This design comes from an exercise in tuning for small area, a short achievable clock period and few clock cycles on the open sky130 flow, not from production work. No functional check of the RTL was part of any run shown here. Power and IR drop assume default switching activity.

**flow/config.mk**
```make
export PLATFORM = sky130hd
export DESIGN_NAME = fsq_table_engine
export DESIGN_NICKNAME = fsq_table_engine
export VERILOG_FILES = /design/flow/design.v
export SDC_FILE = /design/flow/constraint.sdc
export NUM_CORES = 8
export LEC_CHECK = 0
export CAP_MARGIN = 20
export CORE_MARGIN = 2
export CORE_UTILIZATION = 45
export CTS_CLUSTER_DIAMETER = 100
export CTS_CLUSTER_SIZE = 25
export PLACE_DENSITY = 0.6
export SLEW_MARGIN = 20
```
**flow/constraint.sdc**
```tcl
create_clock -name core_clock -period 10.0 [get_ports {clk}]
set_input_delay 2.0000 -clock core_clock [delete_from_list [all_inputs] [get_ports {clk}]]
set_output_delay 2.0000 -clock core_clock [all_outputs]
set_load 0.01 [all_outputs]
```
**flow/design.v**
```verilog
module fsq_table_engine (
    input  wire        clk,
    input  wire        rst,
    input  wire        cmd_valid,
    output wire        cmd_ready,
    input  wire [3:0]  cmd_op,
    input  wire [7:0]  cmd_a,
    input  wire [7:0]  cmd_b,
    output wire        rsp_valid,
    output wire [3:0]  rsp_err,
    output wire [2:0]  rsp_sub,
    output wire [7:0]  rsp_arg,
    output wire [16:0] rsp_result,
    output wire        rsp_tv,
    output wire [2:0]  rsp_k,
    output wire [2:0]  rsp_b
);
    localparam OP_NOP    = 4'h0, OP_CLEAR  = 4'h1, OP_APUSH = 4'h2, OP_KPUSH = 4'h3,
               OP_SETPAD = 4'h4, OP_BUILD  = 4'h5, OP_ENCB  = 4'hA, OP_DECB  = 4'hB,
               OP_PACK   = 4'hC, OP_UNPACK = 4'hD;
    localparam B_FIRST = 3'd0, B_SCAN = 3'd1, B_CHK = 3'd2, B_COL = 3'd3,
               B_FIN1  = 3'd4, B_FIN2 = 3'd5, B_ERR = 3'd7;
    reg [111:0] alpha_f;                 
    reg [255:0] kslot_f;                 
    reg [4:0]  alen;
    reg [5:0]  klen;
    reg [7:0]  pad;
    reg        pad_mem;                  
    reg        hi_f;  reg [3:0] hi_i;    
    reg        dup_f; reg [3:0] dup_i;   
    reg        tv;
    reg        tv_o;                     
    reg [2:0]  r_k, r_b;                 
    reg        fast_ok;                  
    reg        kdup;                     
    reg [15:0] seen;                     
    wire k4 = alen[4], k3 = alen[3], k2 = alen[2], k1 = !(alen[4] | alen[3] | alen[2]);
    wire n_sq = (alen == 5'd1) || (alen == 5'd4) || (alen == 5'd9) || (alen == 5'd16);
    function [3:0] rc_of(input [3:0] p, input f4, input f3, input f2);
        reg [3:0] t;
        begin
            t[3] = p == 4'd6 || p == 4'd7 || p == 4'd8;
            t[2] = p == 4'd3 || p == 4'd4 || p == 4'd5;
            t[1] = p == 4'd2 || p == 4'd5 || p == 4'd8;
            t[0] = p == 4'd1 || p == 4'd4 || p == 4'd7;
            rc_of = ({4{f4}} & p) | ({4{f3}} & t) | ({4{f2}} & {1'b0, p[1], 1'b0, p[0]});
        end
    endfunction
    function [3:0] mk(input [1:0] r, input [1:0] c, input f4, input f3, input f2);
        reg [3:0] t;
        begin
            t[3] = r == 2'd2 && c == 2'd2;
            t[2] = (r == 2'd1 && c != 2'd0) || (r == 2'd2 && c != 2'd2);
            t[1] = (r == 2'd0 && c == 2'd2) || (r == 2'd1 && c == 2'd0) || (r == 2'd2 && c != 2'd2);
            t[0] = (r == 2'd0 && c == 2'd1) || (r == 2'd1 && c != 2'd1) || (r == 2'd2 && c == 2'd1);
            mk = ({4{f4}} & {r, c}) | ({4{f3}} & t) | ({4{f2}} & {2'd0, r[0], c[0]});
        end
    endfunction
    function [4:0] mkb(input [1:0] r, input [1:0] c, input f4, input f3, input f2, input f1);
        reg [4:0] t;
        begin
            t[4] = r == 2'd2 && c != 2'd0;
            t[3] = !(r == 2'd2 && c != 2'd0);
            t[2] = r == 2'd1 || (r == 2'd2 && c == 2'd0);
            t[1] = (r == 2'd0 && c != 2'd0) || (r == 2'd1 && c == 2'd2) || (r == 2'd2 && c == 2'd0);
            t[0] = (r != 2'd1 && c != 2'd1) || (r == 2'd1 && c == 2'd1);
            mkb = ({5{f4}} & {1'b1, r, c}) | ({5{f3}} & t) | ({5{f2}} & {3'b001, r[0], c[0]}) |
                  {4'd0, f1};
        end
    endfunction
    function [15:0] therm(input [4:0] n);
        integer j, b;
        reg gt, eq;
        begin
            for (j = 0; j < 16; j = j + 1) begin
                gt = 1'b0; eq = 1'b1;
                for (b = 3; b >= 0; b = b - 1) begin
                    if (!j[b]) gt = gt | (eq & n[b]);
                    eq = eq & (n[b] == j[b]);
                end
                therm[j] = n[4] | gt;
            end
        end
    endfunction
    reg [2:0]  bst;
    reg        sv;                       
    reg [4:0]  sdi;
    reg        slast;
    reg [1:0]  sph;                      
    reg        dup_a, dup_b;
    reg [3:0]  min_da;                   
    reg [1:0]  sr, sc;
    reg        rst_q;
    always @(posedge clk) rst_q <= rst;
    reg       rdy;                       
    reg       pf;                        
    wire      pred_fast;                 
    wire      hold = e_bld && !pf;       
    reg       e_cmd;                     
    reg       e_bld;                     
    reg [3:0] c_op;
    reg [7:0] c_a;                       
    reg [7:0] c_b;
    reg [3:0] c_ad;                      
    reg [3:0] c_au;                      
    reg [3:0] c_sa;                      
    reg [4:0] c_sb;                      
    reg       c_age, c_bge;              
    assign cmd_ready = rdy;
    wire       b_done;                   
    wire [4:0] scan_next;                
    wire [7:0] prt;                      
    wire [3:0] i_rc1 = rc_of(cmd_a[3:0], k4, k3, k2);
    wire [3:0] i_rc2 = rc_of(cmd_b[3:0], k4, k3, k2);
    wire [3:0] i_sa  = mk(i_rc1[3:2], i_rc2[1:0], k4, k3, k2);
    wire [4:0] i_sb  = mkb(i_rc2[3:2], i_rc1[1:0], k4, k3, k2, k1);
    wire       i_bld = cmd_valid && cmd_op == OP_BUILD;
    function ge_n(input [7:0] v, input f4, input f3, input f2, input f1);
        begin
            ge_n = (|v[7:4]) || (f3 && v[3] && (|v[2:0])) || (f2 && |v[3:2]) || (f1 && |v[3:0]);
        end
    endfunction
    always @(posedge clk) begin
        c_op <= cmd_op; c_b <= cmd_b;
        c_a  <= hold ? prt : cmd_a;
        if (!hold) c_ad <= cmd_a[3:0];
        if (cmd_op == OP_UNPACK) c_au <= cmd_a[3:0];
        c_sa <= i_sa;
        c_sb <= hold ? scan_next : i_sb;
        c_age <= ge_n(cmd_a, k4, k3, k2, k1);
        c_bge <= ge_n(cmd_b, k4, k3, k2, k1);
        if (rst) begin
            rdy <= 1'b1; e_cmd <= 1'b0; e_bld <= 1'b0; pf <= 1'b0;
        end else if (!hold) begin
            e_cmd <= cmd_valid && !i_bld;
            e_bld <= i_bld;
            pf    <= i_bld && pred_fast;
            rdy   <= !i_bld || pred_fast;
        end else begin
            e_cmd <= 1'b0;
            e_bld <= !b_done;
            pf    <= 1'b0;
            rdy   <= b_done;
        end
    end
    wire is_clear  = c_op == OP_CLEAR;
    wire is_apush  = c_op == OP_APUSH;
    wire is_kpush  = c_op == OP_KPUSH;
    wire is_setpad = c_op == OP_SETPAD;
    wire is_encb   = c_op == OP_ENCB;
    wire is_decb   = c_op == OP_DECB;
    wire is_pack   = c_op == OP_PACK;
    wire is_unpack = c_op == OP_UNPACK;
    wire is_ill    = !(c_op == OP_NOP || is_clear || is_apush || is_kpush || is_setpad ||
                       is_encb || is_decb || is_pack || is_unpack);
    wire [15:0] amask = therm(alen);
    reg  [15:0] cam_m;
    reg  [3:0]  cam_code;
    integer i;
    always @* begin
        cam_code = 4'd0;
        for (i = 0; i < 16; i = i + 1) begin
            cam_m[i] = (alpha_f[7*i +: 7] == c_a[6:0]) && amask[i];
            if (cam_m[i]) cam_code = cam_code | i[3:0];
        end
    end
    wire cam_hit = |cam_m;
    wire [7:0] kslot_a = kslot_f[8*c_sa +: 8];
    wire [3:0] enc_o1 = kslot_a[3:0];
    assign     prt    = kslot_f[8*c_sb +: 8];    
    wire [3:0] enc_o2 = prt[3:0];
    wire [15:0] dmask_a = {{7{k4}}, {5{k4 | k3}}, {3{k4 | k3 | k2}}, 1'b1};
    wire [31:0] dmask_b = {{14{k4}}, {2{k4 | k3}}, {7{k3}}, 1'b0, {4{k2}}, 2'b00, k1, 1'b0};
    reg [15:0] dm_a;
    reg [31:0] dm_b;
    reg [3:0]  de_a, de_b;               
    always @* begin
        de_a = 4'd0; de_b = 4'd0;
        for (i = 0; i < 16; i = i + 1) begin
            dm_a[i] = kslot_f[8*i +: 4] == c_ad && dmask_a[i];
            if (dm_a[i]) de_a = de_a | i[3:0];
        end
        for (i = 0; i < 32; i = i + 1) begin
            dm_b[i] = kslot_f[8*i +: 4] == c_b[3:0] && dmask_b[i];
            if (dm_b[i]) de_b = de_b | i[3:0];
        end
    end
    wire [3:0] rc3_a = {dm_a[6] | dm_a[7] | dm_a[8], dm_a[3] | dm_a[4] | dm_a[5],
                        dm_a[2] | dm_a[5] | dm_a[8], dm_a[1] | dm_a[4] | dm_a[7]};
    wire [3:0] rc3_b = {dm_b[15] | dm_b[16] | dm_b[17], dm_b[12] | dm_b[13] | dm_b[14],
                        dm_b[11] | dm_b[14] | dm_b[17], dm_b[10] | dm_b[13] | dm_b[16]};
    wire [3:0] rca = ({4{k4}} & de_a) | ({4{k3}} & rc3_a) | ({4{k2}} & {1'b0, de_a[1], 1'b0, de_a[0]});
    wire [3:0] rcb = ({4{k4}} & de_b) | ({4{k3}} & rc3_b) | ({4{k2}} & {1'b0, de_b[1], 1'b0, de_b[0]});
    wire [3:0] dec_o1 = mk(rca[3:2], rcb[1:0], k4, k3, k2);
    wire [3:0] dec_o2 = mk(rcb[3:2], rca[1:0], k4, k3, k2);
    wire        k_res  = !c_a[7] && cam_hit;
    wire [7:0]  k_data = c_a[7] ? 8'h90 : (cam_hit ? {4'b1000, cam_code} : {1'b0, c_a[6:0]});
    wire        k_fresh = klen == 6'd0 || klen == {1'b0, alen};   
    wire        kp_we  = e_cmd && is_kpush && !klen[5];
    wire        sc_we  = e_bld && bst == B_SCAN && sv && !c_a[7];
    wire [4:0]  w_idx  = e_bld ? sdi : klen[4:0];
    wire        s_in_b = sdi >= alen;
    wire        s_res  = c_a[7];
    wire        s_bad  = s_res ? c_a[4] : !cam_hit;
    wire [15:0] s_oh   = s_res ? (16'd1 << c_a[3:0]) : cam_m;
    wire        s_fresh = sdi == 5'd0 || sdi == alen;    
    wire        s_dup  = !s_fresh && |(seen & s_oh);
    wire        s_da   = !s_in_b && s_dup;
    wire        s_db   = s_in_b && s_dup;
    wire [15:0] col_oh = 16'd1 << c_a[3:0];
    wire        c_last_r = (k4 && sr == 2'd3) || (k3 && sr == 2'd2) || (k2 && sr == 2'd1) || k1;
    wire [1:0]  sr_n = c_last_r ? 2'd0 : sr + 2'd1;
    wire [1:0]  sc_n = c_last_r ? sc + 2'd1 : sc;
    assign scan_next = bst == B_SCAN ? c_sb + 5'd1 :
                       bst == B_COL ? mkb(sr, sc, k4, k3, k2, k1) : 5'd0;
    wire [3:0] min_rc = rc_of(min_da, k4, k3, k2);
    wire [3:0] i1_hi = mk(min_da[3:2], 2'd0, k4, k3, k2);
    wire [3:0] i1_lo = {2'd0, min_da[1:0]};
    wire [3:0] i2_hi = {2'd0, sc};
    wire [3:0] i2_lo = mk(sr, 2'd0, k4, k3, k2);
    wire       use1  = dup_a && (min_da[3:2] == 2'd0 || !dup_b);
    wire [3:0] f_hi  = use1 ? i1_hi : i2_hi;
    wire [3:0] f_lo  = use1 ? i1_lo : i2_lo;
    wire [7:0] fin_i = k2 ? {4'd0, f_hi[1:0], f_lo[1:0]} : k1 ? 8'd0 : {f_hi, f_lo};
    wire b_pass = n_sq && !hi_f && !dup_f && pad_mem && klen == {alen, 1'b0};
    wire b_fast = fast_ok && !kdup;
    assign pred_fast = b_fast && !(e_cmd && (is_kpush || is_apush));
    assign b_done = (bst == B_FIRST && !(b_pass && !b_fast)) ||
                    (bst == B_CHK && !dup_a && !dup_b) || bst == B_FIN2 || bst == B_ERR;
    wire q_ok  = tv && !c_age && !c_bge;
    reg        n_v;
    reg [3:0]  n_err;
    reg [2:0]  n_sub;
    reg [7:0]  n_arg;
    reg [11:0] n_res;      
    always @* begin
        n_v = 1'b0; n_err = 4'd0; n_sub = 3'd0; n_arg = 8'd0; n_res = 12'd0;
        if (e_cmd) begin
            n_v = 1'b1;
            if (is_apush && alen[4]) begin n_err = 4'd3; n_sub = 3'd5; n_arg = 8'd16; end
            if (is_kpush && klen[5]) begin n_err = 4'd4; n_sub = 3'd1; n_arg = 8'd32; end
            if (is_ill) begin n_err = 4'd1; n_sub = 3'd1; end
            if (is_encb || is_decb || is_unpack || is_pack) begin
                if (!tv) n_err = 4'd2;
                else if (!is_pack && c_age) begin n_err = 4'd6; n_sub = 3'd1; n_arg = c_a; end
                else if ((is_encb || is_decb) && c_bge) begin n_err = 4'd6; n_sub = 3'd2; n_arg = c_b; end
            end
            if (is_encb && q_ok) n_res = {1'b1, enc_o1, 3'd0, enc_o2};
            if (is_decb && q_ok) n_res = {1'b1, dec_o1, 3'd0, dec_o2};
            if (is_unpack && tv && !c_age) n_res = {1'b1, 4'd0, alpha_f[7*c_au +: 7]};
            if (is_pack && tv && k_res) n_res = {1'b1, 4'd0, 3'd0, cam_code};
        end else if (e_bld) begin
            n_v = b_done;
            if (bst == B_FIRST) begin
                if (alen == 5'd0)                 begin n_err = 4'd3; n_sub = 3'd1; end
                else if (!n_sq)                   begin n_err = 4'd3; n_sub = 3'd2; n_arg = {3'd0, alen}; end
                else if (hi_f)                    begin n_err = 4'd3; n_sub = 3'd3; n_arg = {4'd0, hi_i}; end
                else if (dup_f)                   begin n_err = 4'd3; n_sub = 3'd4; n_arg = {4'd0, dup_i}; end
                else if (!pad_mem)                begin n_err = 4'd5; n_sub = 3'd1; n_arg = pad; end
                else if (klen != {alen, 1'b0})    begin n_err = 4'd4; n_sub = 3'd2; n_arg = {2'd0, klen}; end
            end
            if (bst == B_ERR)  begin n_err = 4'd4; n_sub = 3'd3; n_arg = {3'd0, sdi - 5'd1}; end
            if (bst == B_FIN2) begin n_err = 4'd4; n_sub = 3'd4; n_arg = fin_i; end
        end
    end
    reg        r_v;
    reg [3:0]  r_err;
    reg [2:0]  r_sub;
    reg [7:0]  r_arg;
    reg [11:0] r_res;
    assign rsp_valid  = r_v;
    assign rsp_err    = r_err;
    assign rsp_sub    = r_sub;
    assign rsp_arg    = r_arg;
    assign rsp_result = {r_res[11], 4'd0, r_res[10:7], 1'b0, r_res[6:0]};
    assign rsp_tv     = tv_o;
    assign rsp_k      = r_k;
    assign rsp_b      = r_b;
    always @(posedge clk) begin
        r_err <= n_err; r_sub <= n_sub; r_arg <= n_arg; r_res <= n_res;
        if (rst) r_v <= 1'b0; else r_v <= n_v;
    end
    wire build_ok = e_bld && ((bst == B_FIRST && b_pass && b_fast) ||
                              (bst == B_CHK && !dup_a && !dup_b));
    wire tv_clr   = (e_cmd && (is_clear || is_setpad || (is_apush && !alen[4]) || (is_kpush && !klen[5]))) ||
                    (e_bld && bst == B_FIRST);
    wire tv_n = !rst_q && (build_ok || (tv && !tv_clr));
    wire tv_r = tv_n && n_v;
    always @(posedge clk) begin
        tv   <= tv_n;
        tv_o <= tv_r;
        r_k  <= tv_r ? {k4, k3 | k2, alen[0]} : 3'd0;
        r_b  <= tv_r ? {k4 | k3, k2, 1'b0} : 3'd0;
    end
    always @(posedge clk) begin
        for (i = 0; i < 32; i = i + 1)
            if ((kp_we || sc_we) && w_idx == i) kslot_f[8*i +: 8] <= k_data;
    end
    always @(posedge clk) begin
        if (rst_q) begin
            alen <= 5'd0; klen <= 6'd0; pad <= 8'h20; pad_mem <= 1'b0;
            hi_f <= 1'b0; dup_f <= 1'b0; bst <= B_FIRST; fast_ok <= 1'b0; kdup <= 1'b0;
        end else if (e_cmd) begin
            if (is_clear) begin
                alen <= 5'd0; klen <= 6'd0; pad <= 8'h20; pad_mem <= 1'b0;
                hi_f <= 1'b0; dup_f <= 1'b0;
            end
            if (is_apush && !alen[4]) begin
                for (i = 0; i < 16; i = i + 1)
                    if (alen[3:0] == i) alpha_f[7*i +: 7] <= c_a[6:0];
                alen <= alen + 5'd1;
                if (!hi_f && c_a[7]) begin hi_f <= 1'b1; hi_i <= alen[3:0]; end
                if (!dup_f && cam_hit) begin dup_f <= 1'b1; dup_i <= alen[3:0]; end
                if (c_a == pad && !pad[7]) pad_mem <= 1'b1;
                if (klen != 6'd0) fast_ok <= 1'b0;
            end
            if (is_kpush && !klen[5]) begin
                klen <= klen + 6'd1;
                seen <= (k_fresh ? 16'd0 : seen) | cam_m;
                if (klen == 6'd0) begin
                    fast_ok <= k_res;
                    kdup <= 1'b0;
                end else begin
                    fast_ok <= fast_ok && k_res;
                    if (!k_fresh && |(seen & cam_m)) kdup <= 1'b1;
                end
            end
            if (is_setpad) begin
                pad <= c_a;
                pad_mem <= !c_a[7] && cam_hit;
            end
        end else if (e_bld) begin
            case (bst)
            B_FIRST: begin
                sv <= 1'b0;
                if (b_pass && !b_fast) begin
                    bst <= B_SCAN;
                    dup_a <= 1'b0; dup_b <= 1'b0;
                    fast_ok <= 1'b0;
                end
            end
            B_SCAN: begin
                sv <= 1'b1; sdi <= c_sb;
                slast <= scan_next == klen[4:0];
                if (sv) begin
                    seen <= (s_fresh ? 16'd0 : seen) | s_oh;
                    if (!dup_a) min_da <= sdi[3:0];
                    dup_a <= dup_a || s_da;
                    dup_b <= dup_b || s_db;
                    if (s_bad) bst <= B_ERR;     
                    else if (slast) bst <= B_CHK;
                end
            end
            B_CHK: begin
                if (dup_b) begin
                    bst <= B_COL; sr <= 2'd0; sc <= 2'd0; sph <= 2'd0;
                    seen <= 16'd0;
                end else if (dup_a) begin
                    bst <= B_FIN1;
                end else begin
                    bst <= B_FIRST;
                end
            end
            B_COL: begin
                sph <= sph == 2'd2 ? 2'd0 : sph + 2'd1;
                if (sph == 2'd2) begin
                    if (|(seen & col_oh)) begin
                        bst <= B_FIN1;
                    end else begin
                        seen <= seen | col_oh;
                        sr <= sr_n; sc <= sc_n;
                    end
                end
            end
            B_FIN1: begin
                min_da <= min_rc;
                bst <= B_FIN2;
            end
            B_FIN2: begin
                bst <= B_FIRST;
            end
            default: begin  
                bst <= B_FIRST;
            end
            endcase
        end
    end
endmodule
```
**flow/flow/run.sh**
```bash
#!/bin/bash
set -euo pipefail
bash standard.sh synth > flow_synth.log 2>&1
bash standard.sh SETUP_SLACK_MARGIN=6.85 finish > flow_finish.log 2>&1
```
**flow/standard.sh**
```bash
#!/bin/bash
# synth_recipe.tcl (not shown) runs the flow's synth.tcl, then flattens the netlist and writes it again
# the make line also repeats each setting of config.mk as NAME=value (left out here)
make -C /OpenROAD-flow-scripts/flow DESIGN_CONFIG=/design/flow/config.mk WORK_HOME=/design/flow/orfs CLKGATE_MAP_FILE= SYNTH_SCRIPT=/design/flow/synth_recipe.tcl "${@:-finish}"
```
==> impl_metrics.tcl, run 1 <==
set metrics [dict create \
    status "finished clean" \
    switchingPower_uw 967 \
    path_class "register to register" \
    antenna_found_initial 0 \
    dieHeight_um 254 \
    whs_ns 0.513 \
    mostFrequentLayoutCell "edfxtp_1" \
    wl_per_cell_um 28.6 \
    drt_pass1_iterations 8 \
    fill_cells 5155 \
    placed_area_um2 29200 \
    worstPathArrival_ns 3.81 \
    cts_tree "built" \
    drv_slew 0 \
    pre_cts_slack_ns 5.57 \
    tightestPinTransition_ns 1.26 \
    drtIter0Drc 2903 \
    clk_latency_ns 0.64 \
    worst-path-max-fanout 13 \
    ant_nets 0 \
    drv_cap 0 \
    cts_buffers 28 \
    die_w_um 254 \
    internal-power_uw 3040 \
    ctsHtreeMaxLevel 1 \
    grtUsageTotal_pct 27.3 \
    finalSetupViolCount 0 \
    finalCritPeriodShare_pct 32.7 \
    grt_pass1_vias 19700 \
    dieArea_um2 64300 \
    grt-ovfl-total 0 \
    hold_viol_final 0 \
    seqPwrFrac_pct 58.3 \
    via_count 21300 \
    yosys_most_used_dff "edfxtp_1" \
    synth.distinct_cells 85 \
    synth_enable_flop_cells 419 \
    layout_common_cells "edfxtp_1, xor2_1, buf_4" \
    dp_hpwl_mm 61.5 \
    drc_errors 0 \
    combPwrFrac_pct 7.6 \
    clockBufferDepth 3 \
    timing.final.crit_period_ns 3.27 \
    drive_above_1_share_pct 25.5 \
    async_flop_share_pct 0 \
    worstPathRequired_ns 10.54 \
    core_um2 61600 \
    grt_pass1_wl_mm 130 \
    port_buffers 56 \
    avgSynthCellArea_um2 12.1 \
    power_density_nw_per_um2 122 \
    yosysWarningCount 1 \
    cts-root-buf "clkbuf_16" \
    slew_headroom_pct 16.3 \
    nNetsFinal 2491 \
    end_kind "register" \
    grt_max_degree 55 \
    vias_per_cell 6.44 \
    ys_seq_area_share_pct 51.8 \
    netlist_area_um2 28000 \
    min_path_type "register to register" \
    rows 91 \
    power.total_uw 4010 \
    fmax_ghz 0.306 \
    place_congestion 0.975 \
    worst_slack_ns 6.73 \
    syn_to_final_growth_pct 17.4 \
    initial_core_util_pct 45.5 \
    path_clk_slew_ns 0.11 \
    cts.sinks 516 \
    rsz0062_at_grt "true" \
    switching_share_pct 24.1 \
    synth_cells 2312 \
    ys_seq_elements 516 \
    worstSetupStartpointType "register" \
    finClkSkew_ns 0.0348 \
    io_pins 64 \
    p_leak_uw 0.0109 \
    clockPowerShare_pct 34.2 \
    vdd_drop_max_mv 0.120 \
    timing.setup.tns_ns 0 \
    design_area_um2 32900 \
    wirelength_mm 94.5 \
]
## cells in the mapped netlist, types with 32 or more instances
library cell / number / share of area [%]
a21oi_1: 86 / 1.5
a22oi_1: 32 / 0.86
a31oi_1: 40 / 0.89
clkbuf_1: 95 / 1.3
dfxtp_1: 97 / 6.9
edfxtp_1: 419 / 45
inv_1: 63 / 0.84
mux4_2: 136 / 11
nand2_1: 130 / 1.7
nand3_1: 74 / 1.3
nor2_1: 143 / 1.9
nor3_1: 64 / 1.1
nor4_1: 34 / 0.76
o21ai_0: 96 / 1.7
xnor2_1: 125 / 3.9
xor2_1: 159 / 5.0
## logic make-up (layout without fill, tap and decap cells)
| logic type | count (synthesis) | after routing | synth area share [%] |
|---|---|---|---|
| xor+xnor | 284 | 284 | 8.88 |
| flops | 516 | 516 | 51.8 |
| simple gates | 627 | 627 | 11.3 |
| fa+ha+maj | 24 | 24 | 1.07 |
| mux | 159 | 159 | 11.8 |
| buf+inv | 238 | 386 | 4.04 |
| other cells | 1 | 8 | 0.0134 |
| compound gates | 463 | 463 | 11.1 |
## path summary, 6_finish.rpt
kind,depth (start not counted),start,end,slack [ns]
min reg2reg,2,c_b[7]$_DFF_P_,r_arg[7]$_DFF_P_,0.51
min,2,c_b[7]$_DFF_P_,r_arg[7]$_DFF_P_,0.51
max,11,c_a[3]$_DFF_P_,r_res[3]$_SDFF_PN0_,6.73
max reg2reg,11,c_a[3]$_DFF_P_,r_res[3]$_SDFF_PN0_,6.73
## layout make-up
type / count / area, µm² / area share, %
well taps: 837 / 1050 / 3.18
repair buffers: 268 / 2830 / 8.60
repair inverters: 1 / 7.51 / 0.0228
clock inverters: 11 / 195 / 0.593
flip-flops and latches: 516 / 14600 / 44.4
inverters: 65 / 251 / 0.765
multi-input cells: 1564 / 13200 / 40.1
clock buffers: 41 / 749 / 2.28
diodes: 1 / 2.50 / 0.00761
## metrics by stage
step,instances,utilization (%)
floorplan,2318,-
global placement,3076,47.4
detailed placement,3076,47.4
CTS,3165,50.0
global route,3303,53.4
finish,3304,53.4
## critical path, stage by stage (launching register included)
cell	delay [ns]
dfxtp_4	0.37
buf_12	0.16
xor2_1	0.18
nor4_2	0.47
nand4_1	0.26
nand4_2	0.20
nor4_4	0.07
buf_6	0.14
or4_4	0.54
or3b_4	0.43
o311a_1	0.13
a221oi_2	0.23
## timing repair
item / 4_1_cts / 5_1_grt
buffers inserted: 35 / 124
resized for setup: 320 / 130
pin swaps: 12 / 64
cloned: 2 / 14
hold buffers: 0 / 0
endpoints found under the setup margin: 631 / 480
## power by group through the flow
stage	clock, µW	sequential, µW	combinational [µW]
2_1_floorplan	0	2380	173
3_5_place_dp	0	2390	232
4_1_cts	1380	2340	251
5_1_grt	1450	2340	317
3_3_place_gp	0	2390	229
6_report	1370	2340	303
## state kept, by name, indices dropped and copies added (netlist names), 3 cells and up
signal   cells
kslot_f    256
alpha_f    112
seen        16
r_res       12
c_a          8
c_b          8
pad          8
r_arg        8
klen         6
alen         5
c_sb         5
sdi          5
c_ad         4
c_au         4
c_op         4
c_sa         4
dup_i        4
hi_i         4
min_da       4
bst          3
r_err        3
r_k          3
r_sub        3
## routing by layer
metal	GRT usage [%]	vias to the layer above	part of all wire, %
li1	-	9073	-
met1	37.3	10700	39
met5	0	-	0
met2	44.9	1278	47
met4	9.64	0	4.5
met3	3.49	234	9.4
==> run 2, diff against run 1 <==
==> flow/flow/run.sh (replaced) <==
#!/bin/bash
set -euo pipefail
bash standard.sh synth > flow_synth.log 2>&1
bash standard.sh SETUP_SLACK_MARGIN=7.0 finish > flow_finish.log 2>&1
==> impl_metrics.tcl, run 2 <==
set metrics [dict create \
    p_leak_uw 0.0110 \
    initial_core_util_pct 45.5 \
    drt_pass1_iterations 6 \
    async_flop_share_pct 0 \
    wl_met2_mm 45.1 \
    rows 91 \
    synth_top_area_share_pct 44.9 \
    ys_seq_elements 516 \
    fill_cells 5126 \
    ant_nets 0 \
    path_class "register to register" \
    min_path_type "register to register" \
    synth_cells 2312 \
    worstSetupStartpointType "register" \
    drive_above_1_share_pct 27.4 \
    fmax_ghz 0.316 \
    vdd_drop_max_mv 0.142 \
    port_buffers 56 \
    cpPeakStageDelay_ns 0.48 \
    combPwrFrac_pct 8.1 \
    slew_headroom_pct 26.4 \
    worstPathRequired_ns 10.52 \
    dieArea_um2 64300 \
    cts_tree "built" \
    drv_cap 0 \
    nNetsFinal 2490 \
    path_clk_slew_ns 0.10 \
    multi_input_area_um2 13400 \
    finClkSkew_ns 0.0160 \
    internal-power_uw 3000 \
    ctsHtreeMaxLevel 1 \
    rsz0062_at_grt "true" \
    dp_hpwl_mm 61.6 \
    drtIter0Drc 2849 \
    end_kind "register" \
    yosys_most_used_dff "edfxtp_1" \
    switching_share_pct 23.5 \
    worst-path-max-fanout 8 \
    cts_hold_buf 0 \
    drv_slew 0 \
    finalSetupViolCount 0 \
    synth.area.top_cells "edfxtp_1, mux4_2, dfxtp_1, xor2_1, xnor2_1" \
    cts.sinks 516 \
    grt-ovfl-total 0 \
    clk_latency_ns 0.61 \
    seqPwrFrac_pct 59.6 \
    mostFrequentLayoutCell "edfxtp_1" \
    layout.area.seq_um2 14600 \
    switchingPower_uw 923 \
    regMostFlops "kslot_f" \
    grt_pass1_vias 20500 \
    via_count 21300 \
    dieHeight_um 254 \
    top_layer_used "met5" \
    netlist_area_um2 28000 \
    worstPathArrival_ns 3.69 \
    biggestRegsByFlops "kslot_f (256), alpha_f (112), seen (16)" \
    slowest_stage "or3_4" \
    wirelength_mm 96.1 \
    clockBufferDepth 3 \
    yosys.area.top_type "edfxtp_1" \
    grt_pass1_wl_mm 138 \
    grtUsageTotal_pct 29.1 \
    place_congestion 0.970 \
    wl_met3_mm 8.82 \
    cts-root-buf "clkbuf_16" \
    power_density_nw_per_um2 118 \
    vias_per_cell 6.44 \
    core_um2 61600 \
    avgSynthCellArea_um2 12.1 \
    yosysMostFrequentCell "edfxtp_1" \
    yosysWarningCount 1 \
    io_pins 64 \
    synth.distinct_cells 85 \
    power.total_uw 3920 \
    tightestPinTransition_ns 1.10 \
    largest_reg_flops 256 \
    timing.final.crit_period_ns 3.17 \
    finalCritPeriodShare_pct 31.7 \
    synth_enable_flop_cells 419 \
    die_w_um 254 \
    ys_top_cells_by_count "edfxtp_1, xor2_1, nor2_1, mux4_2, nand2_1" \
    antenna_found_initial 2 \
    clockPowerShare_pct 32.3 \
    timing.setup.tns_ns 0 \
    layout_common_cells "edfxtp_1, xor2_1, buf_4" \
    path_cells "buf_12 -> buf_6 -> xnor2_2 -> nand4_1 -> or3_4 -> nand4_1 -> nor4_2 -> buf_6 -> or4_4 -> or3b_4 -> o311a_1 -> a221oi_2" \
    syn_to_final_growth_pct 18.5 \
    cts_buffers 26 \
    grt_max_degree 55 \
    hold_viol_final 0 \
    ys_seq_area_share_pct 51.8 \
    status "finished clean" \
    met1_length_mm 37.7 \
    drc_errors 0 \
    wl_per_cell_um 29.1 \
]
==> run 2: cell counts after synthesis <==
No cell type changed its count.
==> run 2: power by group through the flow <==
stage,clock network [µW],logic [µW],registers (µW)
5_1_grt,1340,334,2340
3_5_place_dp,0,231,2400
3_3_place_gp,0,227,2400
6_report,1270,320,2340
4_1_cts,1280,287,2340
2_1_floorplan,0,173,2380
==> run 2: layout make-up <==
| class | count | area share [%] |
|---|---|---|
| Timing Repair Buffer | 269 | 9.30 |
| Timing Repair inverter | 1 | 0.0226 |
| Multi-Input combinational cell | 1564 | 40.2 |
| Antenna cell | 1 | 0.00754 |
| Clock inverter | 8 | 0.283 |
| Clock buffer | 39 | 2.20 |
| Tap cell | 837 | 3.15 |
| Inverter | 65 | 0.757 |
| Sequential cell | 516 | 44.1 |
==> run 2: routing by layer <==
metal	vias to the layer above	GRT usage (%)
met3	229	4.73
met5	-	0
met1	10700	39.5
li1	9069	-
met2	1251	47.1
met4	2	11.3
==> run 2: logic make-up after synthesis <==
logic type | Yosys count | synth area share [%]
flip-flops | 516 | 51.8
other | 1 | 0.0134
buffers and inverters | 238 | 4.04
adder cells (fa/ha/maj) | 24 | 1.07
AO/OA/AOI/OAI | 463 | 11.1
AND/OR/NAND/NOR | 627 | 11.3
XOR/XNOR | 284 | 8.88
multiplexers | 159 | 11.8
==> run 2: worst max-delay path, delay by kind of cell, from the launching register on <==
family,cells,cell delay [ns]
DFF,1,0.40
xor gates and xnor gates,1,0.13
AOI/OAI and AO/OA,2,0.33
and+or+nand+nor,6,1.79
buffers and inverters,3,0.42
==> run 2: path summary, 6_finish.rpt <==
check | startpoint | to | depth (start not counted) | slack, ns
setup / recovery | c_a[6]$_DFF_P_ | r_res[3]$_SDFF_PN0_ | 12 | 6.83
hold / removal | c_b[7]$_DFF_P_ | r_arg[7]$_DFF_P_ | 2 | 0.49
hold reg to reg | c_b[7]$_DFF_P_ | r_arg[7]$_DFF_P_ | 2 | 0.49
setup reg to reg | c_a[6]$_DFF_P_ | r_res[3]$_SDFF_PN0_ | 12 | 6.83
==> run 2: what timing repair did <==
action / 4_1_cts / 5_1_grt
pin swaps: 55 / 34
setup buffers: 113 / 43
endpoints found under the setup margin: 659 / 498
gates resized for setup: 422 / 112
cloned: 14 / 5
==> run 2: metrics by stage <==
step	cells	cell area, µm²	worst slack (ns)	hold slack [ns]	utilization (%)
CTS	3251	32200	6.87	0.492	52.4
global route	3300	33200	6.77	0.564	53.9
global placement	3077	29200	5.65	0.492	47.4
detailed placement	3077	29200	5.57	0.459	47.4
finish	3300	33200	6.83	0.494	53.9
floorplan	2318	28200	6.45	0.406	-
==> run 3, diff against run 2 <==
--- a/flow/config.mk
+++ b/flow/config.mk
@@ -12,3 +12,3 @@
 export CTS_CLUSTER_SIZE = 25
-export PLACE_DENSITY = 0.6
+export PLACE_DENSITY = 0.7
 export SLEW_MARGIN = 20
==> impl_metrics.tcl, run 3 <==
set metrics [dict create \
    drive_above_1_share_pct 27.1 \
    finalCritPeriodShare_pct 32.8 \
    grt_pass1_wl_mm 131 \
    path_class "register to register" \
    path_cells "buf_12 -> xor2_1 -> nor4_2 -> nand4_1 -> nand4_1 -> nor4_2 -> buf_4 -> or4_4 -> or3b_4 -> o311a_1 -> a221oi_2" \
    netlist_area_um2 28000 \
    synth_top_area_share_pct 44.9 \
    initial_core_util_pct 45.5 \
    fmax_ghz 0.305 \
    worstPathArrival_ns 3.78 \
    grt_use_met1_pct 36.3 \
    internal-power_uw 2950 \
    tightestPinTransition_ns 1.09 \
    layout_common_cells "edfxtp_1, xor2_1, buf_4" \
    path_clk_slew_ns 0.10 \
    place_congestion 0.985 \
    syn_to_final_growth_pct 17.4 \
    worstPathRequired_ns 10.50 \
    slowest_stage "or4_4" \
    cpPeakStageDelay_ns 0.47 \
    nNetsFinal 2472 \
    wirelength_mm 93.1 \
    drc_errors 0 \
    slew_headroom_pct 26.4 \
    die_w_um 254 \
    synth.area.top_cells "edfxtp_1, mux4_2, dfxtp_1, xor2_1, xnor2_1" \
    grt_pass1_vias 20400 \
    dieHeight_um 254 \
    clockBufferDepth 3 \
    async_flop_share_pct 0 \
    core_um2 61600 \
    yosysMostFrequentCell "edfxtp_1" \
    ant_nets 0 \
    cts_tree "built" \
    r2r_cells 11 \
    largest_reg_flops 256 \
    ctsHtreeMaxLevel 1 \
    yosys.area.top_type "edfxtp_1" \
    min_path_type "register to register" \
    dieArea_um2 64300 \
    timing.setup.tns_ns 0 \
    drv_cap 0 \
    rows 91 \
    drt_pass1_iterations 8 \
    cts_buffers 25 \
    drtIter0Drc 3130 \
    cts_hold_buf 0 \
    timing.final.crit_period_ns 3.28 \
    wl_per_cell_um 28.4 \
    drv_slew 0 \
    port_buffers 56 \
    grt_max_degree 55 \
    synth.distinct_cells 85 \
    grtUsageTotal_pct 27.1 \
    p_leak_uw 0.0108 \
    use_met2_pct 43.7 \
    antenna_found_initial 2 \
    grt-ovfl-total 0 \
    design_area_um2 32900 \
    finalSetupViolCount 0 \
    rsz0062_at_grt "true" \
    hold_viol_final 0 \
    switchingPower_uw 907 \
    placed_area_um2 29200 \
    top_usage_layer "met2" \
    combPwrFrac_pct 7.6 \
    power_density_nw_per_um2 117 \
    cts.sinks 516 \
    via_count 21600 \
    synth_cells 2312 \
    biggestRegsByFlops "kslot_f (256), alpha_f (112), seen (16)" \
    seqPwrFrac_pct 60.7 \
    diodes 0 \
    io_pins 64 \
    finClkSkew_ns 0.0373 \
    yosysWarningCount 1 \
    dp_hpwl_mm 59.4 \
    regMostFlops "kslot_f" \
    clk_latency_ns 0.63 \
    avgSynthCellArea_um2 12.1 \
    synth_enable_flop_cells 419 \
    end_kind "register" \
    ys_seq_elements 516 \
    switching_share_pct 23.5 \
    ys_top_cells_by_count "edfxtp_1, xor2_1, nor2_1, mux4_2, nand2_1" \
    vias_per_cell 6.59 \
    worst-path-max-fanout 34 \
    ys_seq_area_share_pct 51.8 \
    yosys_most_used_dff "edfxtp_1" \
    grt_use_met3_pct 4.52 \
    vdd_drop_max_mv 0.142 \
    clockPowerShare_pct 31.7 \
    status "finished clean" \
    cts-root-buf "clkbuf_16" \
    mostFrequentLayoutCell "edfxtp_1" \
    whs_path_depth 2 \
    worstSetupStartpointType "register" \
]
==> run 3: cell count changes in the layout (fill, tap and decap cells not counted), sizes merged <==
cell | previous run | this run
buf | 236 | 225
clkinvlp | 3 | 4
bufbuf | 14 | 3
diode | 1 | 0
clkinv | 3 | 2
inv | 67 | 65
clkbuf | 44 | 50
==> run 3: per-stage QoR <==
step | util (%) | power, µW | hold slack (ns) | setup slack [ns] | cells
6_report | 53.4 | 3850 | 0.509 | 6.72 | 3281
5_1_grt | 53.4 | 3950 | 0.583 | 6.61 | 3281
4_1_cts | 51.0 | 3820 | 0.484 | 6.70 | 3217
3_3_place_gp | 47.3 | 2620 | 0.519 | 5.68 | 3075
3_5_place_dp | 47.3 | 2620 | 0.479 | 5.61 | 3075
2_1_floorplan | - | 2560 | 0.406 | 6.45 | 2318
==> run 3: layout make-up <==
type	count	area, µm²
Multi-Input combinational cell	1564	13400
Tap cell	837	1050
Timing Repair Buffer	252	2730
Timing Repair inverter	1	7.51
Fill cell	5024	28700
Inverter	65	258
Clock inverter	6	73.8
Clock buffer	40	703
Sequential cell	516	14600
==> run 3: path summary, 6_finish.rpt <==
kind                                startpoint                  end  slack, ns
worst max-delay path            c_a[3]$_DFF_P_  r_res[3]$_SDFF_PN0_       6.72
worst min-delay path            c_b[7]$_DFF_P_     r_arg[7]$_DFF_P_       0.51
worst max register to register  c_a[3]$_DFF_P_  r_res[3]$_SDFF_PN0_       6.72
worst min register to register  c_b[7]$_DFF_P_     r_arg[7]$_DFF_P_       0.51
==> run 3: critical path, delay by kind of cell (launching register included) <==
kind                      cells  cell delay [ns]
and+or+nand+nor               6             1.82
AOI/OAI and AO/OA             2             0.43
DFF                           1             0.38
buffers and inverters         2             0.34
xor gates and xnor gates      1             0.20
==> run 3: power by group through the flow <==
stage | sequential (µW) | clock, µW | combinational (µW)
final | 2340 | 1220 | 295
after global routing | 2340 | 1300 | 309
after CTS | 2340 | 1230 | 255
after detailed placement | 2400 | 0 | 226
after global placement | 2400 | 0 | 221
after floorplan | 2380 | 0 | 173
==> run 3: kinds of logic after synthesis <==
logic type / Yosys count / share of synthesized area [%]
and+or+nand+nor: 627 / 11.3
DFF: 516 / 51.8
AOI/OAI and AO/OA: 463 / 11.1
xor gates and xnor gates: 284 / 8.88
buffers and inverters: 238 / 4.04
muxes: 159 / 11.8
adders and majority gates: 24 / 1.07
other: 1 / 0.0134
==> run 3: metal layers <==
metal	share of wire (%)	vias up
met5	0.023	-
met4	5.3	4
met3	11	302
met2	47	1558
met1	37	10700
li1	-	9032
==> run 3: repair_timing <==
item,in CTS,in global routing
buffers inserted,92,54
endpoints found under the setup margin,646,656
gates resized for setup,400,153
pin swaps,41,48
hold endpoints to repair,0,0
cloned,4,10
==> run 4, diff against run 3 <==
==> flow/flow/run.sh (replaced) <==
#!/bin/bash
set -euo pipefail
bash standard.sh synth > flow_synth.log 2>&1
bash standard.sh SETUP_SLACK_MARGIN=7.0 SKIP_GATE_CLONING=1 finish > flow_finish.log 2>&1
--- a/flow/config.mk
+++ b/flow/config.mk
@@ -7,3 +7,3 @@
 export LEC_CHECK = 0
-export CAP_MARGIN = 20
+export CAP_MARGIN = 0
 export CORE_MARGIN = 2
@@ -12,3 +12,3 @@
 export CTS_CLUSTER_SIZE = 25
-export PLACE_DENSITY = 0.7
-export SLEW_MARGIN = 20
+export PLACE_DENSITY = 0.6
+export SLEW_MARGIN = 0
==> impl_metrics.tcl, run 4 <==
set metrics [dict create \
    dieHeight_um 254 \
    tightestPinTransition_ns 1.19 \
    initial_core_util_pct 45.5 \
    grtUsageTotal_pct 28.9 \
    io_pins 64 \
    grt_max_degree 55 \
    drc_errors 0 \
    async_flop_share_pct 0 \
    diodes 0 \
    p_leak_uw 0.0108 \
    grt_pass1_wl_mm 136 \
    worst-path-max-fanout 1 \
    dieArea_um2 64300 \
    clk_latency_ns 0.62 \
    nNetsFinal 2475 \
    synth.distinct_cells 85 \
    ctsHtreeMaxLevel 1 \
    ys_seq_area_share_pct 51.8 \
    cts.sinks 516 \
    worstPathArrival_ns 1.13 \
    yosysWarningCount 1 \
    clockPowerShare_pct 32.3 \
    top_usage_layer "met2" \
    via_count 21200 \
    die_w_um 254 \
    slew_headroom_pct 19.7 \
    antenna_found_initial 0 \
    largest_reg_flops 256 \
    timing.setup.tns_ns 0 \
    avgSynthCellArea_um2 12.1 \
    biggestRegsByFlops "kslot_f (256), alpha_f (112), seen (16)" \
    synth.area.top_cells "edfxtp_1, mux4_2, dfxtp_1, xor2_1, xnor2_1" \
    path_class "register to output port" \
    timing.final.crit_period_ns 3.13 \
    yosys.area.top_type "edfxtp_1" \
    internal-power_uw 2990 \
    mostFrequentLayoutCell "edfxtp_1" \
    cts_buffers 26 \
    drt_pass1_iterations 5 \
    slowest_stage "dfxtp_4" \
    grt_use_met1_pct 38.8 \
    grt-ovfl-total 0 \
    rows 91 \
    worstPathRequired_ns 8.00 \
    use_met2_pct 46.4 \
    fmax_ghz 0.320 \
    switching_share_pct 23.5 \
    ys_top_cells_by_count "edfxtp_1, xor2_1, nor2_1, mux4_2, nand2_1" \
    end_kind "output port" \
    grt_pass1_vias 20400 \
    regMostFlops "kslot_f" \
    cts_hold_buf 0 \
    dp_hpwl_mm 61.6 \
    place_congestion 0.970 \
    crit_family "flip-flops" \
    finClkSkew_ns 0.0287 \
    path_cells "buf_6" \
    core_um2 61600 \
    vdd_drop_max_mv 0.141 \
    seqPwrFrac_pct 59.8 \
    pre_cts_slack_ns 5.57 \
    port_buffers 56 \
    vias_per_cell 6.44 \
    rsz0062_at_grt "true" \
    switchingPower_uw 917 \
    grt_use_met3_pct 4.91 \
    status "finished clean" \
    synth_top_area_share_pct 44.9 \
    layout_common_cells "edfxtp_1, xor2_1, buf_4" \
    power_density_nw_per_um2 119 \
    worst_slack_ns 6.87 \
    critical_path_buf_inv_count 1 \
    wirelength_mm 94.9 \
    finalCritPeriodShare_pct 31.3 \
    wl_per_cell_um 28.9 \
    worstSetupStartpointType "register" \
    ant_nets 0 \
    combPwrFrac_pct 7.9 \
    yosysMostFrequentCell "edfxtp_1" \
    netlist_area_um2 28000 \
    hold_viol_final 0 \
    drv_slew 0 \
    syn_to_final_growth_pct 17.0 \
    drv_cap 0 \
    cts-root-buf "clkbuf_16" \
    synth_cells 2312 \
    drive_above_1_share_pct 27.0 \
    clockBufferDepth 3 \
    min_path_type "register to register" \
    synth_enable_flop_cells 419 \
    drtIter0Drc 2585 \
    cpPeakStageDelay_ns 0.40 \
    yosys_most_used_dff "edfxtp_1" \
    finalSetupViolCount 0 \
    cts_tree "built" \
    path_clk_slew_ns 0.10 \
    ys_seq_elements 516 \
]
-- run 4: cell counts after synthesis --
Identical to the previous run, type by type.
-- run 4: power groups by stage --
stage / sequential (µW) / combinational (µW) / clock, µW
final: 2340 / 307 / 1260
after global routing: 2340 / 323 / 1340
after CTS: 2340 / 282 / 1280
after detailed placement: 2400 / 231 / 0
after global placement: 2400 / 227 / 0
after floorplan: 2380 / 173 / 0
-- run 4: worst min-delay path, stage by stage, from the launching register on --
cell	delay (ns)
dfxtp_1	0.33
a22oi_1	0.07
o21ai_0	0.07
-- run 4: path summary, 6_finish.rpt --
kind	start	end	slack, ns	cells past startpoint
max	r_res[8]$_SDFF_PP0_	rsp_result[9]	6.87	1
min reg2reg	c_b[7]$_DFF_P_	r_arg[7]$_DFF_P_	0.49	2
min	c_b[7]$_DFF_P_	r_arg[7]$_DFF_P_	0.49	2
max reg2reg	c_a[1]$_DFF_P_	r_res[3]$_SDFF_PN0_	6.91	11
-- run 4: area by class of cell --
| type | count | area, µm² |
|---|---|---|
| Multi-Input combinational cell | 1564 | 13300 |
| Timing Repair Buffer | 255 | 2770 |
| Sequential cell | 516 | 14600 |
| Fill cell | 5178 | 28800 |
| Clock buffer | 39 | 731 |
| Tap cell | 837 | 1050 |
| Inverter | 65 | 255 |
| Clock inverter | 8 | 93.8 |
-- run 4: what timing repair did --
item / 4_1_cts / 5_1_grt
setup buffers: 116 / 44
pin swaps: 52 / 34
gates resized for setup: 408 / 115
endpoints found under the hold margin: 0 / 0
setup endpoints to repair: 659 / 484
-- run 4: cell families (layout without fill, tap and decap cells) --
logic type,Yosys count,in the layout,share of synthesized area (%)
AOI/OAI and AO/OA,463,463,11.1
xor gates and xnor gates,284,284,8.88
adders and majority gates,24,24,1.07
buffers and inverters,238,367,4.04
DFF,516,516,51.8
muxes,159,159,11.8
other,1,7,0.0134
and+or+nand+nor,627,627,11.3
-- run 4: per-stage QoR --
step | instance area [µm²] | cells | hold WS [ns] | utilization (%) | power, µW
after global routing | 32800 | 3284 | 0.564 | 53.2 | 4000
after CTS | 31900 | 3240 | 0.492 | 51.9 | 3900
after global placement | 29200 | 3077 | 0.492 | 47.4 | 2620
after detailed placement | 29200 | 3077 | 0.459 | 47.4 | 2630
after floorplan | 28200 | 2318 | 0.406 | - | 2560
final | 32800 | 3284 | 0.495 | 53.2 | 3910
-- run 4: layer usage --
layer | part of all wire (%) | up-vias | wire length (µm)
met5 | 0 | - | 0
met4 | 5.2 | 0 | 4920
met3 | 9.5 | 233 | 8980
met2 | 47 | 1228 | 44400
met1 | 39 | 10700 | 36700
li1 | - | 9036 | -
==> run 5, diff against run 4 <==
--- a/flow/config.mk
+++ b/flow/config.mk
@@ -9,3 +9,3 @@
 export CORE_MARGIN = 2
-export CORE_UTILIZATION = 45
+export CORE_UTILIZATION = 50
 export CTS_CLUSTER_DIAMETER = 100
==> impl_metrics.tcl, run 5 <==
set metrics [dict create \
    dp_hpwl_mm 61.3 \
    vdd_drop_max_mv 0.177 \
    slew_headroom_pct 25.5 \
    timing.setup.tns_ns 0 \
    ctsHtreeMaxLevel 1 \
    end_kind "register" \
    wl_per_cell_um 29.7 \
    yosysMostFrequentCell "edfxtp_1" \
    via_count 21200 \
    slowest_stage "or4_4" \
    cp_common_cell "or4_4" \
    min_path_type "register to register" \
    place_inst 2992 \
    vias_per_cell 6.64 \
    finClkSkew_ns 0.0291 \
    path_cells "buf_12 -> and2_4 -> o21ai_1 -> or4_4 -> nand4_2 -> nor4_2 -> buf_4 -> or4_4 -> or3b_4 -> o311a_1 -> a221oi_2" \
    drt_pass1_iterations 8 \
    worstSetupStartpointType "register" \
    p_leak_uw 0.0108 \
    grt-ovfl-total 0 \
    crit_family "simple AND/OR/NAND/NOR gates" \
    netlist_area_um2 28000 \
    path_clk_slew_ns 0.10 \
    fill_cells 4508 \
    nNetsFinal 2460 \
    power.total_uw 4010 \
    grtUsageTotal_pct 31.8 \
    ys_top_cells_by_count "edfxtp_1, xor2_1, nor2_1, mux4_2, nand2_1" \
    grt_pass1_wl_mm 135 \
    wirelength_mm 94.6 \
    multi_input_area_um2 13400 \
    synth_enable_flop_cells 419 \
    port_buffers 56 \
    biggestRegsByFlops "kslot_f (256), alpha_f (112), seen (16)" \
    cpPeakStageDelay_ns 0.57 \
    rsz0062_at_grt "true" \
    synth_cells 2312 \
    critical_path_buf_inv_count 2 \
    place_congestion 1.03 \
    tightestPinTransition_ns 1.11 \
    yosysWarningCount 1 \
    ys_seq_elements 516 \
    final_core_util_pct 59.0 \
    status "finished clean" \
    power_density_nw_per_um2 123 \
    cts_tree "built" \
    drv_cap 0 \
    io_pins 64 \
    finalCritPeriodShare_pct 31.9 \
    core_um2 55300 \
    drtIter0Drc 2672 \
    grt_max_degree 55 \
    yosys_most_used_dff "edfxtp_1" \
    largest_reg_flops 256 \
    antenna_found_initial 2 \
    finalSetupViolCount 0 \
    fin_cells 3184 \
    fmax_ghz 0.313 \
    path_class "register to register" \
    synth_top_area_share_pct 44.9 \
    timing.final.crit_period_ns 3.19 \
    dieArea_um2 58000 \
    cts-root-buf "clkbuf_16" \
    drc_errors 0 \
    drv_slew 0 \
    mostFrequentLayoutCell "edfxtp_1" \
    grt_pass1_vias 20000 \
    ant_nets 0 \
    clockBufferDepth 3 \
    layout_common_cells "edfxtp_1, xor2_1, mux4_2" \
    clk_latency_ns 0.63 \
    synth.distinct_cells 85 \
    async_flop_share_pct 0 \
    cts_hold_buf 0 \
    regMostFlops "kslot_f" \
    worstPathRequired_ns 10.54 \
    ys_seq_area_share_pct 51.8 \
    avgSynthCellArea_um2 12.1 \
    dieHeight_um 241 \
    cts.sinks 516 \
    synth.area.top_cells "edfxtp_1, mux4_2, dfxtp_1, xor2_1, xnor2_1" \
    initial_core_util_pct 50.7 \
    syn_to_final_growth_pct 16.4 \
    worstPathArrival_ns 3.73 \
    rows 86 \
    yosys.area.top_type "edfxtp_1" \
    hold_viol_final 0 \
    layout.area.seq_um2 14600 \
    drive_above_1_share_pct 26.3 \
    cts_buffers 29 \
    worst-path-max-fanout 18 \
    die_w_um 241 \
]
## run 5: worst reg2reg max path, cell delays in order (launching register included)
cell	delay, ns
dfxtp_4	0.38
buf_12	0.19
and2_4	0.24
o21ai_1	0.09
or4_4	0.57
nand4_2	0.12
nor4_2	0.05
buf_4	0.15
or4_4	0.55
or3b_4	0.41
o311a_1	0.14
a221oi_2	0.21
## run 5: through the flow
stage / hold WS (ns) / area, µm² / setup slack (ns)
6_report: 0.521 / 32600 / 6.81
5_1_grt: 0.531 / 32600 / 6.74
4_1_cts: 0.547 / 31400 / 6.76
3_5_place_dp: 0.504 / 29100 / 5.57
3_3_place_gp: 0.505 / 29100 / 5.67
2_1_floorplan: 0.406 / 28200 / 6.45
## run 5: kinds of logic (layout without fill, tap and decap cells)
| logic type | count (synthesis) | in the layout | share of synthesized area, % |
|---|---|---|---|
| simple gates | 627 | 627 | 11.3 |
| flops | 516 | 516 | 51.8 |
| compound gates | 463 | 463 | 11.1 |
| xor+xnor | 284 | 284 | 8.88 |
| buf+inv | 238 | 355 | 4.04 |
| mux | 159 | 159 | 11.8 |
| fa+ha+maj | 24 | 24 | 1.07 |
| other cells | 1 | 8 | 0.0134 |
## run 5: cell type report
class,count,area share [%]
Tap cell,748,2.87
Clock inverter,10,0.449
Multi-Input combinational cell,1564,40.9
Sequential cell,516,44.8
Antenna cell,1,0.00767
Timing Repair Buffer,237,7.84
Inverter,65,0.759
Clock buffer,43,2.38
## run 5: path summary, 6_finish.rpt
path                        start               endpoint  slack (ns)  cells after the start
max          alen[3]$_SDFFE_PP0P_    r_res[3]$_SDFF_PN0_        6.81                     11
min reg2reg        c_a[2]$_DFF_P_  alpha_f[72]$_DFFE_PP_        0.52                      0
max reg2reg  alen[3]$_SDFFE_PP0P_    r_res[3]$_SDFF_PN0_        6.81                     11
min                c_a[2]$_DFF_P_  alpha_f[72]$_DFFE_PP_        0.52                      0
## run 5: metal layers
metal	GRT usage (%)	wire length (µm)	share of wire [%]
met5	0	0	0
met4	14.9	5610	5.9
met3	4.78	8830	9.3
met2	49.9	43100	46
met1	43.8	37100	39
## run 5: repair_timing
action                                  in CTS  in global routing
setup buffers                               66                 72
gates resized for setup                    392                134
pin swaps                                   34                 50
endpoints found under the setup margin     778                491
## run 5: power by group
group / leakage, µW / switching, µW / internal, µW
combinational: 0.00576 / 200 / 123
sequential: 0.00462 / 11.7 / 2320
clock: 0.000446 / 776 / 576
==> run 6, diff against run 5 <==
--- a/flow/design.v
+++ b/flow/design.v
@@ -234,5 +234,4 @@
     reg [7:0]  n_arg;
-    reg [11:0] n_res;      
     always @* begin
-        n_v = 1'b0; n_err = 4'd0; n_sub = 3'd0; n_arg = 8'd0; n_res = 12'd0;
+        n_v = 1'b0; n_err = 4'd0; n_sub = 3'd0; n_arg = 8'd0;
         if (e_cmd) begin
@@ -247,6 +246,2 @@
             end
-            if (is_encb && q_ok) n_res = {1'b1, enc_o1, 3'd0, enc_o2};
-            if (is_decb && q_ok) n_res = {1'b1, dec_o1, 3'd0, dec_o2};
-            if (is_unpack && tv && !c_age) n_res = {1'b1, 4'd0, alpha_f[7*c_au +: 7]};
-            if (is_pack && tv && k_res) n_res = {1'b1, 4'd0, 3'd0, cam_code};
         end else if (e_bld) begin
@@ -265,2 +260,10 @@
     end
+    wire sel_enc  = e_cmd && is_encb && q_ok;
+    wire sel_dec  = e_cmd && is_decb && q_ok;
+    wire sel_unp  = e_cmd && is_unpack && tv && !c_age;
+    wire sel_pack = e_cmd && is_pack && tv && !c_a[7];
+    wire [11:0] q_res = ({12{sel_enc}} & {1'b1, enc_o1, 3'd0, enc_o2}) |
+                        ({12{sel_dec}} & {1'b1, dec_o1, 3'd0, dec_o2}) |
+                        ({12{sel_unp}} & {1'b1, 4'd0, alpha_f[7*c_au +: 7]}) |
+                        ({12{sel_pack}} & {cam_hit, 4'd0, 3'd0, cam_code});
     reg        r_v;
@@ -269,3 +272,3 @@
     reg [7:0]  r_arg;
-    reg [11:0] r_res;
+    reg [11:0] r_res;      
     assign rsp_valid  = r_v;
@@ -279,3 +282,3 @@
     always @(posedge clk) begin
-        r_err <= n_err; r_sub <= n_sub; r_arg <= n_arg; r_res <= n_res;
+        r_err <= n_err; r_sub <= n_sub; r_arg <= n_arg; r_res <= q_res;
         if (rst) r_v <= 1'b0; else r_v <= n_v;
==> flow/flow/run.sh (replaced) <==
#!/bin/bash
set -euo pipefail
bash standard.sh synth > flow_synth.log 2>&1
bash standard.sh SETUP_SLACK_MARGIN=7.0 finish > flow_finish.log 2>&1
--- a/flow/config.mk
+++ b/flow/config.mk
@@ -7,5 +7,5 @@
 export LEC_CHECK = 0
-export CAP_MARGIN = 0
+export CAP_MARGIN = 20
 export CORE_MARGIN = 2
-export CORE_UTILIZATION = 50
+export CORE_UTILIZATION = 45
 export CTS_CLUSTER_DIAMETER = 100
@@ -13,2 +13,2 @@
 export PLACE_DENSITY = 0.6
-export SLEW_MARGIN = 0
+export SLEW_MARGIN = 20
==> impl_metrics.tcl, run 6 <==
set metrics [dict create \
    status "finished clean" \
    design_area_um2 33200 \
    vdd_drop_max_mv 0.142 \
    whs_ns 0.502 \
    ys_seq_area_share_pct 51.9 \
    cts_hold_buf 0 \
    clockPowerShare_pct 32.6 \
    ant_nets 0 \
    finClkSkew_ns 0.0402 \
    switchingPower_uw 966 \
    yosysMostFrequentCell "edfxtp_1" \
    synth_cells 2366 \
    drc_errors 0 \
    ys_top_cells_by_count "edfxtp_1, xnor2_1, nand2_1, nor2_1, a21oi_1" \
    clockBufferDepth 3 \
    slew_headroom_pct 25.2 \
    async_flop_share_pct 0 \
    dp_hpwl_mm 62.9 \
    clk_latency_ns 0.64 \
    cts-root-buf "clkbuf_16" \
    ys_seq_elements 516 \
    layout_common_cells "edfxtp_1, xnor2_1, buf_4" \
    drv_slew 0 \
    cts_tree "built" \
    grtUsageTotal_pct 29.7 \
    tightestPinTransition_ns 1.12 \
    vias_per_cell 6.51 \
    initial_core_util_pct 45.4 \
    placed_area_um2 29200 \
    p_leak_uw 0.0115 \
    hold_viol_final 0 \
    power.total_uw 3960 \
    finalSetupViolCount 0 \
    yosysWarningCount 1 \
    die_w_um 253 \
    worstSetupStartpointType "register" \
    regMostFlops "kslot_f" \
    worstPathArrival_ns 1.13 \
    grt-ovfl-total 0 \
    drt_pass1_iterations 12 \
    synth.distinct_cells 89 \
    rsz0062_at_grt "true" \
    dieHeight_um 253 \
    timing.setup.tns_ns 0 \
    yosys_most_used_dff "edfxtp_1" \
    avgSynthCellArea_um2 11.8 \
    syn_to_final_growth_pct 18.6 \
    core_um2 61600 \
    io_pins 64 \
    netlist_area_um2 28000 \
    synth.area.top_cells "edfxtp_1, mux4_2, dfxtp_1, xnor2_1, xor2_1" \
    wirelength_mm 101 \
    switching_share_pct 24.4 \
    synth_top_area_share_pct 44.9 \
    mostFrequentLayoutCell "edfxtp_1" \
    path_cells "buf_6" \
    place_inst 3138 \
    biggestRegsByFlops "kslot_f (256), alpha_f (112), seen (16)" \
    timing.final.crit_period_ns 3.13 \
    yosys.area.top_type "edfxtp_1" \
    drive_above_1_share_pct 24.0 \
    worst-path-max-fanout 1 \
    path_class "register to output port" \
    synth_enable_flop_cells 419 \
    grt_pass1_vias 21000 \
    critical_path_buf_inv_count 1 \
    ctsHtreeMaxLevel 1 \
    port_buffers 56 \
    slowest_stage "dfxtp_4" \
    fin_cells 3368 \
    place_congestion 0.977 \
    cts.sinks 516 \
    cpPeakStageDelay_ns 0.38 \
    drv_cap 0 \
    min_path_type "register to register" \
    fmax_ghz 0.319 \
    grt_pass1_wl_mm 141 \
    dieArea_um2 64200 \
    power_density_nw_per_um2 119 \
    combPwrFrac_pct 8.4 \
    via_count 21900 \
    grt_max_degree 58 \
    crit_family "flip-flops" \
    finalCritPeriodShare_pct 31.3 \
    rows 91 \
    drtIter0Drc 2880 \
    wl_per_cell_um 30.0 \
    antenna_found_initial 1 \
    internal-power_uw 3000 \
    cts_buffers 27 \
    path_clk_slew_ns 0.10 \
    nNetsFinal 2557 \
    largest_reg_flops 256 \
    worstPathRequired_ns 8.00 \
    seqPwrFrac_pct 59.0 \
    end_kind "output port" \
]
-- run 6: final timing paths --
path,depth (start not counted),end,slack [ns],from
max,1,rsp_result[3],6.87,r_res[3]$_DFF_P_
min,2,kdup$_SDFFE_PP0P_,0.50,kdup$_SDFFE_PP0P_
max reg2reg,11,dup_b$_SDFFCE_PN0P_,6.96,c_a[1]$_DFF_P_
min reg2reg,2,kdup$_SDFFE_PP0P_,0.50,kdup$_SDFFE_PP0P_
-- run 6: layout make-up --
class	count	area (µm²)
Timing Repair Buffer	276	3030
Fill cell	5211	28400
Clock inverter	11	140
Clock buffer	38	717
Sequential cell	516	14600
Multi-Input combinational cell	1635	13400
Tap cell	837	1050
Antenna cell	1	2.50
Inverter	54	219
-- run 6: kinds of logic (layout without fill, tap and decap cells) --
logic type | Yosys count | count (layout) | share of synthesized area [%]
muxes | 169 | 169 | 10.1
xor gates and xnor gates | 320 | 320 | 10.0
AOI/OAI and AO/OA | 492 | 493 | 12.1
DFF | 516 | 516 | 51.9
buffers and inverters | 229 | 379 | 3.86
other | 1 | 8 | 0.0134
and+or+nand+nor | 615 | 622 | 11.0
adders and majority gates | 24 | 24 | 1.07
-- run 6: power groups by stage --
stage	logic (µW)	clock network, µW	registers [µW]
floorplan	179	0	2380
global placement	227	0	2400
detailed placement	230	0	2400
CTS	294	1310	2340
global route	345	1370	2340
finish	332	1290	2340
-- run 6: worst reg2reg max path, cell delays in order (launching register included) --
cell       delay (ns)
dfxtp_4          0.44
clkbuf_16        0.22
xnor2_1          0.13
nand4_1          0.26
buf_4            0.22
o31ai_1          0.42
a222oi_1         0.18
o211ai_1         0.24
nor4_4           0.09
buf_4            0.17
or4_1            0.42
o21ai_0          0.10
-- run 6: through the flow --
stage,worst slack [ns],util [%]
6_report,6.87,53.9
5_1_grt,6.85,53.9
3_5_place_dp,5.54,47.5
2_1_floorplan,6.47,-
4_1_cts,6.85,51.7
3_3_place_gp,5.57,47.5
-- run 6: metal layers --
metal	vias to the layer above	global-route usage [%]	share of wire (%)
met4	2	12.3	5.2
met2	1397	48.0	47
met3	277	4.41	9.7
li1	9292	-	-
met1	11000	40.3	38
met5	-	0	0.0069
-- run 6: timing repair --
action	CTS	global route
gates cloned	9	14
pin swaps	47	53
resized for setup	397	89
setup buffers	92	65
endpoints found under the setup margin	713	483

## what the ideal ports hide
The results above use ideal ports. As a check the final layouts listed here were re-extracted and re-timed, cells and wires unchanged.
Step 1 sets driving cells, clkbuf_16 on the clock port and buf_2 on the other inputs (assumed; they add their load-dependent delay and slew).
Step 2, shift: input delay + t, output delay - t, t = (earliest + latest rising clock arrival at the registers) / 2. This alone moves slack from input paths to output paths.
Slacks: no drivers / after step 1 / after step 2; pairs: no drivers / after step 1.
run	t (ns)	setup WS [ns]	hold slack, ns	worst setup path after step 2	pins driven straight from the clock port
run 1	0.686	6.734 / 6.734 / 6.220	0.513 / 0.513 / 0.513	input to register	1
run 2	0.662	6.834 / 6.825 / 6.251	0.494 / 0.494 / 0.494	input to register	1
run 3	0.671	6.722 / 6.722 / 6.313	0.509 / 0.509 / 0.509	input to register	1
run 4	0.667	6.874 / 6.813 / 6.300	0.495 / 0.495 / 0.495	input to register	1
run 5	0.676	6.806 / 6.806 / 6.254	0.521 / 0.521 / 0.521	input to register	1
run 6	0.687	6.867 / 6.803 / 6.286	0.502 / 0.502 / 0.502	input to register	1
After both steps every run listed still meets setup and hold. For run 2, which loses most, drivers alone change the setup slack by -0.009 ns; drivers and shift together by -0.583 ns.
